This design comes from an exercise in tuning for small area, a short achievable clock period and few clock cycles per item on the open sky130 flow, not from production work. Where RTL was checked, it was by simulation tests only, not by an equivalence proof against the original. Power and IR drop assume default switching activity.

// gsm7_alpha
module gsm7_alpha (
    input  wire        clk,
    input  wire        rst,           
    input  wire        cmd_valid,
    output wire        cmd_ready,
    input  wire [2:0]  cmd_op,
    input  wire [15:0] cmd_len,
    input  wire        in_valid,
    output wire        in_ready,
    input  wire [31:0] in_data,
    output reg         out_valid,
    input  wire        out_ready,
    output wire [20:0] out_data,
    output reg         res_valid,
    input  wire        res_ready,
    output wire [7:0]  res_err,
    output wire [15:0] res_count
);
Settings: LEC_CHECK=0, ABC_AREA=1, CAP_MARGIN=20, CORE_MARGIN=2, CORE_UTILIZATION=40, CTS_BUF_LIST=sky130_fd_sc_hd__clkbuf_8, CTS_CLUSTER_SIZE=40, SETUP_SLACK_MARGIN=5, SLEW_MARGIN=20; clock period 8.0 ns.
standard.sh (not shown) runs the stock make flow with config.mk's settings and CLKGATE_MAP_FILE= SYNTH_SCRIPT=/design/flow/synth_recipe.tcl, a recipe that flattens the netlist after the stock synthesis.
==> flow/flow/run.sh <==
#!/bin/bash
# The standard layout (standard.sh), with plain buf_1 cells as the port buffers
# instead of the default choice (repair_timing resizes them where timing needs it).
set -euo pipefail
bash standard.sh BUFFER_PORTS_ARGS="-buffer_cell sky130_fd_sc_hd__buf_1" finish > standard.log 2>&1
The first run went through all stages and came out clean.
==> next run, changes <==
--- a/flow/design.v
+++ b/flow/design.v
@@ -853,13 +853,13 @@
             is_val <= (cmd_op == 3'd4) || c_imm;
             pol    <= c_imm ? {1'b0, !c_op} : cmd_op[1:0];
             rem    <= c_imm ? 11'd0 : cmd_len[10:0];
             st     <= (cmd_op == 3'd4) && (cmd_len != 16'd0) && !c_len;
             flt    <= 1'b0;
         end else begin
-            if (acc) rem <= rem - 11'd1;
+            rem <= rem - {10'd0, acc};
             if (go && !flt) begin
                 if (is_dec)      st <= !esc && (b == 8'h1B);
                 else if (is_val) st <= alla && alpha;
                 else             st <= xe && !half;
             end
             if (flt_now) flt <= 1'b1;
@@ -894,11 +894,11 @@
             else if (flt_now)
                 err <= f_code;
             if (res_valid && res_ready)
                 cnt <= 12'd0;
             else if (fin && (flt || is_val))
                 cnt <= {11'd0, is_val && !is_dec && alla && !flt};
-            else if (out_valid && out_ready)
-                cnt <= cnt + 12'd1;
+            else
+                cnt <= cnt + {11'd0, out_valid && out_ready};
         end
     end
 endmodule
Design area falls by 3.8%.
Worst setup slack improved by 110 ps.
Global-route usage rises by 0.52 points.
Via count falls by 5.6%.
Clock skew rises by 10 ps.
Routed wire length falls by about 3.7%.
Clock power rises by about 27%.
Critical path depth rises by 3.
Register-to-register slack improved by 110 ps.
Power rises by about 5%.
Sequential cell count is unchanged.
Hold slack got worse by 7.2 ps.
Testbench counts after the change, summed over its fixed seeds: cycles 38,358, items 35,725.

* * *

gsm7_alpha, a different RTL version from the one above (not shown whole).
Size: ~770 cells after synthesis, ~73 flip-flops, ~110 I/O pins.
clock: 8.0 ns
lec_check: 0
abc_area: 1
cap_margin: 20
core_margin: 2
core_utilization: 40
cts_buf_list: sky130_fd_sc_hd__clkbuf_8
cts_cluster_size: 40
setup_slack_margin: 5
slew_margin: 20
Scripts as last shown in full above: flow/flow/run.sh
Testbench counts at the start, summed over its fixed seeds: cycles 38,358, items 35,725.
Next try:
--- a/flow/design.v
+++ b/flow/design.v
@@ -17,13 +17,12 @@
     output wire [15:0] res_count
 );
     reg         idle;         
     reg         inr;          
     reg         is_dec, is_val;
     reg  [1:0]  pol;
-    reg         imm, ie1;
     reg  [10:0] rem;          
     reg         st;           
     reg         flt;          
     reg         r_v, s_v;
     reg  [10:0] r_e, s_e;
     reg  [13:0] od;
@@ -829,14 +828,14 @@
     wire fna  = is_enc && !alpha && (pol[0] == pol[1]);      
     wire flt_now = go && !flt && (f13 || f14 || fna);
     wire [4:0] f_code = {f13 || f14, 1'b0, f14 && !f13, f13 || (fna && pol[0]), f13 || (fna && !pol[0])};
     wire emit = !flt && (is_dec ? (esc || (b != 8'h1B && !b[7])) : (!is_val && (alpha || pol != 2'd2)));
     wire keep = !flt && !r_bad && (is_dec ? (esc && !xd) : (!is_val && xe && !half));
     wire cons = go && !keep;
-    wire drained = ((rem == 11'd0) || imm) && !r_v && !s_v;
-    wire tail    = !idle && is_dec && esc && !flt && drained;
+    wire drained = (rem == 11'd0) && !r_v && !s_v;
+    wire tail    = !idle && is_dec && !is_val && esc && !flt && drained;
     wire tail_go = tail && can_out;
     wire fin     = !idle && drained && !tail && !res_valid && can_out;
     wire r_v_n = cons ? (s_v || acc) : (r_v || acc);
     wire r_ld  = !r_v || cons;
     wire s_v_n = cons ? (s_v && acc) : (s_v || (r_v && acc));
     wire rem1  = (rem == 11'd1);
@@ -847,19 +846,17 @@
         r_e <= ({11{r_ld && !s_v}} & in_e) | ({11{r_ld && s_v}} & s_e) | ({11{!r_ld}} & r_e);
         if (!s_v || cons)
             s_e <= in_e;
         if (go || tail_go)
             od <= tail ? 14'h00A0 : t_d;
         if (idle) begin
-            is_dec <= (cmd_op == 3'd5);
-            is_val <= (cmd_op == 3'd4);
-            pol    <= cmd_op[1:0];
-            imm    <= c_imm;
-            ie1    <= !c_op;
-            rem    <= cmd_len[10:0];
-            st     <= (cmd_op == 3'd4) && (cmd_len != 16'd0);
+            is_dec <= (cmd_op == 3'd5) || c_imm;
+            is_val <= (cmd_op == 3'd4) || c_imm;
+            pol    <= c_imm ? {1'b0, !c_op} : cmd_op[1:0];
+            rem    <= c_imm ? 11'd0 : cmd_len[10:0];
+            st     <= (cmd_op == 3'd4) && (cmd_len != 16'd0) && !c_len;
             flt    <= 1'b0;
         end else begin
             rem <= rem - {10'd0, acc};
             if (go && !flt) begin
                 if (is_dec)      st <= !esc && (b == 8'h1B);
                 else if (is_val) st <= alla && alpha;
@@ -886,22 +883,22 @@
                 idle <= !cmd_valid;
             else if (fin)
                 idle <= 1'b1;
             if (idle)
                 inr <= cmd_valid && !c_imm && (cmd_len != 16'd0);
             else
-                inr <= !imm && (rem != 11'd0) && !(rem1 && acc) && !(r_v_n && s_v_n);
+                inr <= (rem != 11'd0) && !(rem1 && acc) && !(r_v_n && s_v_n);
             if (res_valid && res_ready)
                 err <= 5'd0;
-            else if (fin && imm)
-                err <= {3'b100, ie1, 1'b0};
+            else if (fin && is_dec && is_val)
+                err <= {3'b100, pol[0], 1'b0};
             else if (flt_now)
                 err <= f_code;
             if (res_valid && res_ready)
                 cnt <= 12'd0;
             else if (fin && (flt || is_val))
-                cnt <= {11'd0, is_val && !imm && alla && !flt};
+                cnt <= {11'd0, is_val && !is_dec && alla && !flt};
             else
                 cnt <= cnt + {11'd0, out_valid && out_ready};
         end
     end
 endmodule
Outcome:
- The changed run finished clean
- setup slack loses 0.053 ns
- maximum frequency went down slightly
- cell area went up slightly
- routed wire length went up by a few percent
- core utilization barely changes
- die area went up slightly
- critical path depth went down by 15
- synthesized cell count went up by a few percent
- area after synthesis went up slightly
- register-to-register slack gains 0.04 ns
- clock skew went up by 0.0078 ns
- combinational power went up by about a fifth
- power went down by a few percent
Only the layout flow was run in the second run of this note; the RTL was not checked for function there.

separate check: timing with driven ports:
The results above use ideal ports. As a check the final layouts listed here were re-extracted and re-timed, cells and wires unchanged.
Step 1, drivers: a clkbuf_16 drives clk and a buf_2 each remaining input, both assumed.
Step 2, shift: input delay + t, output delay - t, t = (earliest + latest rising clock arrival at the registers) / 2. This alone moves slack from input paths to output paths.
a / b / c = no drivers / after step 1 / after step 2; a / b = the first two.
run | shift t [ns] | setup WS [ns] | worst hold slack (ns) | clock arrival spread, ns
the first run of note 1 | 0.386 | 5.029 / 5.029 / 4.668 | 0.472 / 0.472 / 0.472 | 0.010 / 0.010
the second run of note 1 | 0.388 | 5.144 / 5.144 / 4.786 | 0.465 / 0.465 / 0.465 | 0.020 / 0.020
the first run of note 2 | 0.401 | 5.116 / 5.116 / 4.754 | 0.464 / 0.464 / 0.464 | 0.009 / 0.009
the second run of note 2 | 0.388 | 5.063 / 5.079 / 4.692 | 0.448 / 0.448 / 0.448 | 0.017 / 0.017
After both steps every run listed still meets setup and hold. For the second run of note 2, which loses most, drivers alone change the setup slack by +0.016 ns; drivers and shift together by -0.371 ns.
